Background: an optimization exercise with open tools, aiming at small area, a short achievable clock period and few clock cycles per item. Do not read the settings as production practice.
No functional check of the RTL was part of this run.
No activity file was given, so power comes from the tool's default toggle rates.

$ cat design.v
module alpha_line (
    input  wire         clk,
    input  wire         rst,         
    input  wire         cmd_valid,
    output wire         cmd_ready,
    input  wire [127:0] cmd,
    output reg          rsp_valid,
    input  wire         rsp_ready,
    output wire [47:0]  rsp,
    output reg          ev_valid,
    output reg  [1:0]   ev_kind,
    output reg  [63:0]  ev_data
);
    localparam integer DISP_W = 240;
    localparam integer DISP_H = 240;
    localparam [7:0] OP_NOP   = 8'h00;
    localparam [7:0] OP_SETFG = 8'h10;
    localparam [7:0] OP_SETBG = 8'h11;
    localparam [7:0] OP_FILL  = 8'h20;
    localparam [7:0] OP_LINE  = 8'h21;
    localparam [7:0] OP_PAIR  = 8'h24;
    localparam [3:0] CAUSE_ILLEGAL  = 4'd1;
    localparam [3:0] CAUSE_RESERVED = 4'd2;
    localparam [3:0] CAUSE_RANGE    = 4'd3;
    localparam [3:0] CAUSE_REGION   = 4'd4;
    localparam [1:0] EV_BEGIN  = 2'd0;
    localparam [1:0] EV_WRITE  = 2'd1;
    localparam [1:0] EV_REPEAT = 2'd2;
    localparam [1:0] EV_IDLE   = 2'd3;
    function [5:0] isqrt6;
        input [11:0] n;
        reg   [5:0]  r;
        reg   [5:0]  c;
        integer      i;
        begin
            r = 6'd0;
            for (i = 5; i >= 0; i = i - 1) begin
                c = r | (6'd1 << i);
                if ({6'd0, c} * {6'd0, c} <= n)
                    r = c;
            end
            isqrt6 = r;
        end
    endfunction
    function [15:0] mulch;
        input [5:0] p;
        input [5:0] a;
        reg   [11:0] sq;
        begin
            sq    = {6'd0, p} * {6'd0, p};
            mulch = {6'd0, sq[11:2]} * {10'd0, a};
        end
    endfunction
    function [5:0] scale;
        input [5:0] c;
        input [5:0] a;
        reg   [15:0] m;
        begin
            m     = mulch(c, a);
            scale = isqrt6(m[15:4]);
        end
    endfunction
    function [5:0] blendch;
        input [5:0] f;
        input [5:0] b;
        input [5:0] a;
        reg   [15:0] s;
        begin
            s       = mulch(f, a) + mulch(b, 6'd63 - a);
            blendch = isqrt6(s[15:4]);
        end
    endfunction
    function [15:0] pack;
        input [5:0] r;
        input [5:0] g;
        input [5:0] b;
        pack = {r[5:1], g, b[5:1]};
    endfunction
    function [15:0] mulpx;
        input [15:0] px;
        input [5:0]  alpha;
        begin
            if (alpha == 6'd63)
                mulpx = px;
            else
                mulpx = pack(scale({px[15:11], 1'b0}, alpha),
                             scale(px[10:5], alpha),
                             scale({px[4:0], 1'b0}, alpha));
        end
    endfunction
    function [15:0] blendpx;
        input [15:0] fg;
        input [15:0] bg;
        input [5:0]  alpha;
        begin
            if (bg == 16'h0000)
                blendpx = mulpx(fg, alpha);
            else if (alpha == 6'd63)
                blendpx = fg;
            else if (alpha == 6'd0)
                blendpx = bg;
            else
                blendpx = pack(blendch({fg[15:11], 1'b0}, {bg[15:11], 1'b0}, alpha),
                               blendch(fg[10:5], bg[10:5], alpha),
                               blendch({fg[4:0], 1'b0}, {bg[4:0], 1'b0}, alpha));
        end
    endfunction
    wire [7:0]  op  = cmd[127:120];
    wire [23:0] rsv = cmd[119:96];
    wire [15:0] f0  = cmd[95:80];
    wire [15:0] f1  = cmd[79:64];
    wire [15:0] f2  = cmd[63:48];
    wire [15:0] f3  = cmd[47:32];
    wire [15:0] f4  = cmd[31:16];
    wire [15:0] f5  = cmd[15:0];
    reg       legal;
    reg [2:0] n_slots;
    reg       range_bad;
    always @(*) begin
        legal     = 1'b1;
        n_slots   = 3'd0;
        range_bad = 1'b0;
        case (op)
            OP_NOP:   n_slots = 3'd0;
            OP_SETFG: n_slots = 3'd1;
            OP_SETBG: n_slots = 3'd1;
            OP_FILL:  n_slots = 3'd5;
            OP_LINE:  n_slots = 3'd6;
            OP_PAIR: begin
                n_slots   = 3'd4;
                range_bad = (f2 > 16'd3);
            end
            default:  legal = 1'b0;
        endcase
    end
    wire reserved_bad = (rsv != 24'd0)
                     || (n_slots < 3'd1 && f0 != 16'd0)
                     || (n_slots < 3'd2 && f1 != 16'd0)
                     || (n_slots < 3'd3 && f2 != 16'd0)
                     || (n_slots < 3'd4 && f3 != 16'd0)
                     || (n_slots < 3'd5 && f4 != 16'd0)
                     || (n_slots < 3'd6 && f5 != 16'd0);
    localparam [3:0] S_IDLE      = 4'd0;
    localparam [3:0] S_FILL_REP  = 4'd1;    
    localparam [3:0] S_FILL_END  = 4'd2;    
    localparam [3:0] S_STEP      = 4'd3;    
    localparam [3:0] S_W0        = 4'd4;
    localparam [3:0] S_W1        = 4'd5;
    localparam [3:0] S_PIDLE     = 4'd6;
    reg [3:0]  state;
    reg [15:0] status;
    reg [15:0] fg_reg;
    reg [15:0] bg_reg;
    reg [7:0]  cur_op;
    reg [15:0] fill_colour;
    reg [31:0] fill_left;
    reg        is_pair;
    reg [15:0] ln_x0, ln_y0;
    reg        ln_steep;
    reg        ln_smaj_neg, ln_smin_neg;
    reg [16:0] ln_dmaj, ln_dmin;
    reg [16:0] ln_d;
    reg [16:0] ln_m;
    reg [16:0] ln_i;
    reg [15:0] ln_min, ln_max;
    reg        ln_painted;
    reg [5:0]  pair_alpha;
    reg [15:0] c_first, c_second;
    assign cmd_ready = (state == S_IDLE) && !rsp_valid;
    assign rsp       = {status, 16'd0, 16'd0};
    wire accept = cmd_valid && cmd_ready;
    wire        dx_neg = f2[15];
    wire        dy_neg = f3[15];
    wire [16:0] adx    = dx_neg ? (17'd0 - {f2[15], f2}) : {1'b0, f2};
    wire [16:0] ady    = dy_neg ? (17'd0 - {f3[15], f3}) : {1'b0, f3};
    wire        steep  = ady > adx;
    wire [16:0] fill_xe = {1'b0, f0} + {1'b0, f2};
    wire [16:0] fill_ye = {1'b0, f1} + {1'b0, f3};
    wire        fill_empty = (f2 == 16'd0) || (f3 == 16'd0);
    wire        fill_off   = (fill_xe > DISP_W) || (fill_ye > DISP_H);
    wire [21:0] alpha_num = ln_d * 17'd63;
    wire [21:0] alpha_q   = alpha_num / {5'd0, ln_dmaj};
    wire [5:0]  step_alpha = is_pair ? pair_alpha : alpha_q[5:0];
    wire signed [18:0] sx0   = {3'b000, ln_x0};
    wire signed [18:0] sy0   = {3'b000, ln_y0};
    wire signed [18:0] s_maj = ln_smaj_neg ? -$signed({2'b00, ln_i}) : $signed({2'b00, ln_i});
    wire signed [18:0] s_min = ln_smin_neg ? -$signed({2'b00, ln_m}) : $signed({2'b00, ln_m});
    wire signed [18:0] px_x  = ln_steep ? (sx0 + s_min) : (sx0 + s_maj);
    wire signed [18:0] px_y  = ln_steep ? (sy0 + s_maj) : (sy0 + s_min);
    wire signed [18:0] stepm = ln_smin_neg ? -19'sd1 : 19'sd1;
    wire signed [18:0] nb_x  = ln_steep ? (px_x + stepm) : px_x;
    wire signed [18:0] nb_y  = ln_steep ? px_y : (px_y + stepm);
    wire signed [18:0] rx0   = (nb_x < px_x) ? nb_x : px_x;
    wire signed [18:0] rx1   = (nb_x < px_x) ? px_x : nb_x;
    wire signed [18:0] ry0   = (nb_y < px_y) ? nb_y : px_y;
    wire signed [18:0] ry1   = (nb_y < px_y) ? px_y : nb_y;
    wire pair_off = (rx0 < 0) || (ry0 < 0) || (rx1 >= DISP_W) || (ry1 >= DISP_H);
    wire [15:0] c_line = blendpx(fg_reg, bg_reg, 6'd63 - step_alpha);
    wire [15:0] c_nb   = blendpx(fg_reg, bg_reg, step_alpha);
    wire step_done  = !is_pair && (ln_i > {1'b0, ln_max});
    wire step_skip  = !is_pair && (ln_i < {1'b0, ln_min});
    wire [16:0] d_add   = ln_d + ln_dmin;
    wire        d_wrap  = d_add >= ln_dmaj;
    wire [16:0] d_next  = d_wrap ? (d_add - ln_dmaj) : d_add;
    wire [16:0] m_next  = d_wrap ? (ln_m + 17'd1) : ln_m;
    task emit;
        input [1:0]  kind;
        input [63:0] data;
        begin
            ev_valid <= 1'b1;
            ev_kind  <= kind;
            ev_data  <= data;
        end
    endtask
    always @(posedge clk) begin
        if (rst) begin
            state     <= S_IDLE;
            status    <= 16'd0;
            fg_reg    <= 16'hFFFF;
            bg_reg    <= 16'h0000;
            rsp_valid <= 1'b0;
            ev_valid  <= 1'b0;
            ev_kind   <= 2'd0;
            ev_data   <= 64'd0;
        end else begin
            ev_valid <= 1'b0;
            if (rsp_valid && rsp_ready)
                rsp_valid <= 1'b0;
            case (state)
                S_IDLE: begin
                    if (accept) begin
                        cur_op <= op;
                        if (status[0]) begin
                            rsp_valid <= 1'b1;
                        end else if (!legal) begin
                            status    <= {op, CAUSE_ILLEGAL, 3'b000, 1'b1};
                            rsp_valid <= 1'b1;
                        end else if (reserved_bad) begin
                            status    <= {op, CAUSE_RESERVED, 3'b000, 1'b1};
                            rsp_valid <= 1'b1;
                        end else if (range_bad) begin
                            status    <= {op, CAUSE_RANGE, 3'b000, 1'b1};
                            rsp_valid <= 1'b1;
                        end else begin
                            case (op)
                                OP_SETFG: begin
                                    fg_reg    <= f0;
                                    rsp_valid <= 1'b1;
                                end
                                OP_SETBG: begin
                                    bg_reg    <= f0;
                                    rsp_valid <= 1'b1;
                                end
                                OP_FILL: begin
                                    if (fill_empty) begin
                                        emit(EV_IDLE, 64'd0);
                                        rsp_valid <= 1'b1;
                                    end else if (fill_off) begin
                                        emit(EV_IDLE, 64'd0);
                                        status    <= {op, CAUSE_REGION, 3'b000, 1'b1};
                                        rsp_valid <= 1'b1;
                                    end else begin
                                        emit(EV_BEGIN, {f0, f1, fill_xe[15:0] - 16'd1, fill_ye[15:0] - 16'd1});
                                        fill_colour <= f4;
                                        fill_left   <= f2 * f3;
                                        state       <= S_FILL_REP;
                                    end
                                end
                                OP_PAIR: begin
                                    is_pair     <= 1'b1;
                                    ln_x0       <= f0;
                                    ln_y0       <= f1;
                                    ln_steep    <= !f2[1];
                                    ln_smin_neg <= f2[0];
                                    ln_smaj_neg <= 1'b0;
                                    ln_i        <= 17'd0;
                                    ln_m        <= 17'd0;
                                    pair_alpha  <= (f3 > 16'd63) ? 6'd63 : f3[5:0];
                                    state       <= S_STEP;
                                end
                                OP_LINE: begin
                                    is_pair     <= 1'b0;
                                    ln_x0       <= f0;
                                    ln_y0       <= f1;
                                    ln_steep    <= steep;
                                    ln_dmaj     <= steep ? ady : adx;
                                    ln_dmin     <= steep ? adx : ady;
                                    ln_smaj_neg <= steep ? dy_neg : dx_neg;
                                    ln_smin_neg <= steep ? dx_neg : dy_neg;
                                    ln_d        <= 17'd0;
                                    ln_m        <= 17'd0;
                                    ln_i        <= 17'd0;
                                    ln_min      <= f4;
                                    ln_max      <= f5;
                                    ln_painted  <= 1'b0;
                                    if (adx == 17'd0 && ady == 17'd0) begin
                                        emit(EV_IDLE, 64'd0);
                                        rsp_valid <= 1'b1;
                                    end else
                                        state <= S_STEP;
                                end
                                default: rsp_valid <= 1'b1;    
                            endcase
                        end
                    end
                end
                S_FILL_REP: begin
                    if (fill_left >= 32'd256) begin
                        emit(EV_REPEAT, {40'd0, 8'd0, fill_colour});
                        fill_left <= fill_left - 32'd256;
                        if (fill_left == 32'd256)
                            state <= S_FILL_END;
                    end else begin
                        emit(EV_REPEAT, {40'd0, fill_left[7:0], fill_colour});
                        state <= S_FILL_END;
                    end
                end
                S_FILL_END: begin
                    emit(EV_IDLE, 64'd0);
                    rsp_valid <= 1'b1;
                    state     <= S_IDLE;
                end
                S_STEP: begin
                    if (step_done) begin
                        if (!ln_painted)
                            emit(EV_IDLE, 64'd0);
                        rsp_valid <= 1'b1;
                        state     <= S_IDLE;
                    end else if (step_skip) begin
                        ln_d <= d_next;
                        ln_m <= m_next;
                        ln_i <= ln_i + 17'd1;
                    end else if (pair_off) begin
                        emit(EV_IDLE, 64'd0);
                        status    <= {cur_op, CAUSE_REGION, 3'b000, 1'b1};
                        rsp_valid <= 1'b1;
                        state     <= S_IDLE;
                    end else begin
                        emit(EV_BEGIN, {rx0[15:0], ry0[15:0], rx1[15:0], ry1[15:0]});
                        if (ln_smin_neg) begin
                            c_first  <= c_nb;
                            c_second <= c_line;
                        end else begin
                            c_first  <= c_line;
                            c_second <= c_nb;
                        end
                        state <= S_W0;
                    end
                end
                S_W0: begin
                    emit(EV_WRITE, {48'd0, c_first});
                    state <= S_W1;
                end
                S_W1: begin
                    emit(EV_WRITE, {48'd0, c_second});
                    state <= S_PIDLE;
                end
                S_PIDLE: begin
                    emit(EV_IDLE, 64'd0);
                    if (is_pair) begin
                        rsp_valid <= 1'b1;
                        state     <= S_IDLE;
                    end else begin
                        ln_painted <= 1'b1;
                        ln_d       <= d_next;
                        ln_m       <= m_next;
                        ln_i       <= ln_i + 17'd1;
                        state      <= S_STEP;
                    end
                end
                default: state <= S_IDLE;
            endcase
        end
    end
endmodule
$ cat run.sh
#!/bin/bash
# synth_recipe.tcl (not shown) runs the flow's synth.tcl, then flattens the netlist and writes it again
# the make line also repeats each setting of config.mk as NAME=value (left out here)
make -C /OpenROAD-flow-scripts/flow DESIGN_CONFIG=/design/flow/config.mk WORK_HOME=/design/flow/orfs CLKGATE_MAP_FILE= SYNTH_SCRIPT=/design/flow/synth_recipe.tcl finish
$ cat config.mk
export PLATFORM = sky130hd
export DESIGN_NAME = alpha_line
export DESIGN_NICKNAME = alpha_line
export VERILOG_FILES = /design/flow/design.v
export SDC_FILE = /design/flow/constraint.sdc
export NUM_CORES = 4
export LEC_CHECK = 0
export CAP_MARGIN = 20
export CORE_MARGIN = 2
export CORE_UTILIZATION = 40
export SLEW_MARGIN = 20
$ cat constraint.sdc
create_clock -name core_clock -period 80.0 [get_ports {clk}]
set_input_delay 16.0000 -clock core_clock [delete_from_list [all_inputs] [get_ports {clk}]]
set_output_delay 16.0000 -clock core_clock [all_outputs]
set_load 0.01 [all_outputs]
==> results.toml <==
[worst_hold_path]
hold_path_end = "ev_kind[1]$_SDFFE_PP0P_"
hold_path.startpoint = "ev_kind[1]$_SDFFE_PP0P_"
hold_path_depth = 2
hold_path.class = "reg2reg"

[final_layout]
ff_latch_area_sq_um = 9749
largest_reg_flops = 64
drive_above_1_share_pct = 4.692
top_regs = "ev_data (64), fill_left (32)"
final_core_util_pct = 43.40
num-nets-final = 13730
fillers = 22780
syn2layout_area_growth_pct = 7.957
multiInputGateArea_sq_um = 75890
top_register = "ev_data"

[drt]
drtIter0Drc = 6404
wl_um = 302000
drt_first_pass_iters = 7
route.detailed.drc = 0
ant_nets = 0
via_count = 81890
viasPerCell = 5.726
wl_per_cell_um = 21.12

[die]
die_x_um = 484.7
start_util_pct = 40.20
core.rowCount = 176
io_pins = 249
dieHeight_um = 484.7
core_area_sq_um = 229900
die-area_sq_um = 234900

[sta]
period_minus_slack_ps = 74380
finalSetupViolCount = 0
setup_ws_ps = 5623
fmax_mhz = 13.45
rsz0062_at_grt = "false"
slew_viol_final = 0
hold_viol = 0
fin_crit_sh_pct = 92.97
skew_ps = 63.36
max_slew_margin_pct = 14.60
setup_tns_ps = 0
worst_pin_slew_ps = 1270

[logic_synthesis]
syn-cell-area_sq_um = 92410
synth_area_leader_cell = "ha_1"
ys_seq_area_share_pct = 10.55
synth_edf_count = 248
synth-seq-cells = 363
ys_types = 120
yosysMostFrequentCell = "ha_1"
ys.flop_type = "edfxtp_1"
synth_area_leaders = "ha_1 (21%), fa_1 (17%), edfxtp_1 (8.1%)"
netlist_instances = 11200
synthTopCellsByCount = "ha_1 (1579), inv_1 (1409), nand2_1 (1025)"
async_reset_ff_share_pct = 0
yosysWarnings = 1
yosysTopAreaCellShare_pct = 21.38
synth.avg_cell_area_sq_um = 8.253

[global_route]
grt_pass1_vias = 82100
use_met1_pct = 33.85
track_usage_pct = 25.09
grt_overflow = 0
busiest_layer = "met2"
grt_max_degree = 82
antenna_found_initial = 6
use_met2_pct = 40.97
use_met3_pct = 3.231
grt_pass1_wl_um = 470200

[setup_path]
path_max_fanout = 32
cpMaxStageDelayCell = "a2111oi_1"
cp_data_arrival_time_ps = 74700
cp-end-kind = "register"
required_ps = 80320
rr_endpoint = "c_first[5]$_DFFE_PP_"
start_kind = "register"
critPathKind = "reg2reg"
reg2reg_from = "ln_d[1]$_SDFFCE_PP0P_"
r2r_slack_ps = 5620
cp_slowest_stage_delay_ps = 680
rr_worst_depth = 303
path_common_cell = "ha_1"

[clock_tree]
clk_latency_ps = 660
hold_buffers = 0
clock_tree.root_cell = "clkbuf_16"
htree_levels = 2
tritoncts = "yes"
cts_inserted_buffers = 44
path_clk_slew_ps = 70
cts_sinks = 363
clk_path_buf_depth = 3

[run_status]
outcome = "complete, no violations"

[power_and_ir_drop]
p_sw_uw = 781.2
comb_power_share_pct = 73.7
irDropWorstVdd_v = 0.00005011
clock_power_share_pct = 12.6
power.share.sequential_pct = 13.7
p_int_uw = 879.1
leakage_uw = 0.04698
swShare_pct = 47.05
p_per_area_nw_per_um2 = 16.64

[placement]
io_buffer_count = 212
gp_congestion = 0.9395
pre_cts_slack_ps = 4324
detailed_place_hpwl_um = 239500

[run]
maxCapViolCount = 0
[per-layer routing]
| layer | up-vias | part of all wire, % |
|---|---|---|
| li1 | 38420 | - |
| met1 | 40120 | 44 |
| met2 | 2806 | 45 |
| met3 | 539 | 6.8 |
| met4 | 8 | 4.2 |
| met5 | - | 0.017 |
[worst max-delay path: cells and delay by family (launching register included)]
kind	cells	cell delay [ps]
adder cells (fa/ha/maj)	49	16800
AND/OR/NAND/NOR	62	12370
AO/OA/AOI/OAI	155	36620
flip-flops	1	430
buffers and inverters	19	3040
XOR/XNOR	9	1820
multiplexers	9	2740
[metrics by stage]
step | power (uW) | cell area (sq um) | hold slack, ps | instances
2_1_floorplan | 1143 | 92570 | 476.1 | 11240
3_3_place_gp | 1406 | 98210 | 465.4 | 14220
3_5_place_dp | 1447 | 98240 | 473.5 | 14220
4_1_cts | 1666 | 99690 | 481.5 | 14300
5_1_grt | 1832 | 99760 | 491.3 | 14300
6_report | 1660 | 99770 | 477.3 | 14300
[power by group through the flow]
stage	registers [uW]	logic, uW	clock network, uW
final	228	1220	209
after global routing	228	1390	218
after CTS	228	1230	212
after detailed placement	232	1220	0
after global placement	232	1170	0
after floorplan	231	912	0
[how the worst max path moves through the flow]
| stage | start | end | slack (ps) |
|---|---|---|---|
| 2_1_floorplan | ln_d[12]$_SDFFCE_PP0P_ | c_first[5]$_DFFE_PP_ | 9920 |
| 3_3_place_gp | ln_d[12]$_SDFFCE_PP0P_ | c_first[5]$_DFFE_PP_ | 6430 |
| 3_5_place_dp | ln_d[1]$_SDFFCE_PP0P_ | c_first[5]$_DFFE_PP_ | 4320 |
| 4_1_cts | ln_d[1]$_SDFFCE_PP0P_ | c_first[5]$_DFFE_PP_ | 4090 |
| 5_1_grt | ln_d[1]$_SDFFCE_PP0P_ | c_first[5]$_DFFE_PP_ | 30 |
| 6_report | ln_d[1]$_SDFFCE_PP0P_ | c_first[5]$_DFFE_PP_ | 5620 |
[cell families (layout without fill, tap and decap cells)]
group,after synthesis,after routing,synth area share (%)
multiplexers,235,235,2.666
other,2,45,0.008127
AND/OR/NAND/NOR,3375,3375,17.38
AO/OA/AOI/OAI,2259,2259,16.30
flip-flops,363,363,10.55
XOR/XNOR,742,742,7.122
adder cells (fa/ha/maj),2353,2353,38.15
buffers and inverters,1869,1904,7.826
[placed cells by master (no fill, tap or decap), types with 116 or more instances in the layout]
master and instances:
xnor2_1 483, ha_1 1579, mux2i_1 147, nor3_1 253, nand3_1 159, o21ai_0 340
a21o_1 239, nand2b_1 116, xor2_1 247, o21a_1 170, nor2_1 906, clkdlybuf4s50_1 211
nand2_1 1025, fa_1 774, inv_1 1408, and2_1 253, a21oi_1 632, nor2b_1 131
buf_4 192, edfxtp_1 248
[repair_timing]
item                                    in CTS  in global routing
hold endpoints to repair                     0                  0
gates resized for setup                      0                 20
endpoints found under the setup margin       0                  2
setup buffers                                0                  0
[area by class of cell]
cell class                      count  share of cell area [%]
Antenna cell                        1                0.002508
Timing Repair Buffer              403                   3.562
Multi-Input combinational cell   9008                   76.07
Sequential cell                   363                   9.772
Clock buffer                       54                   1.173
Inverter                         1421                   5.346
Tap cell                         3026                   3.795
Clock inverter                     26                  0.2797

==> what the ideal ports hide <==
No port has a modelled driver above. Below, the same layout with a new extraction and two added sets of constraints. Step 1 assumes that a clkbuf_16 drives the clock port and a buf_2 every other input. Step 2, shift: input delay + t, output delay - t, t = (earliest + latest rising clock arrival at the registers) / 2. This alone moves slack from input paths to output paths. a / b / c = no drivers / after step 1 / after step 2; a / b = the first two.
t (ns): 0.692
setup WS [ns]: 5.623 / 5.623 / 5.623
hold WS [ns]: 0.477 / 0.477 / 0.477
worst setup path at the end: register to register
pins driven straight from the clock port: 1
After both steps setup and hold are still met in this run. The setup slack of this run moves by 0.000 ns with the drivers and by 0.000 ns with both steps.
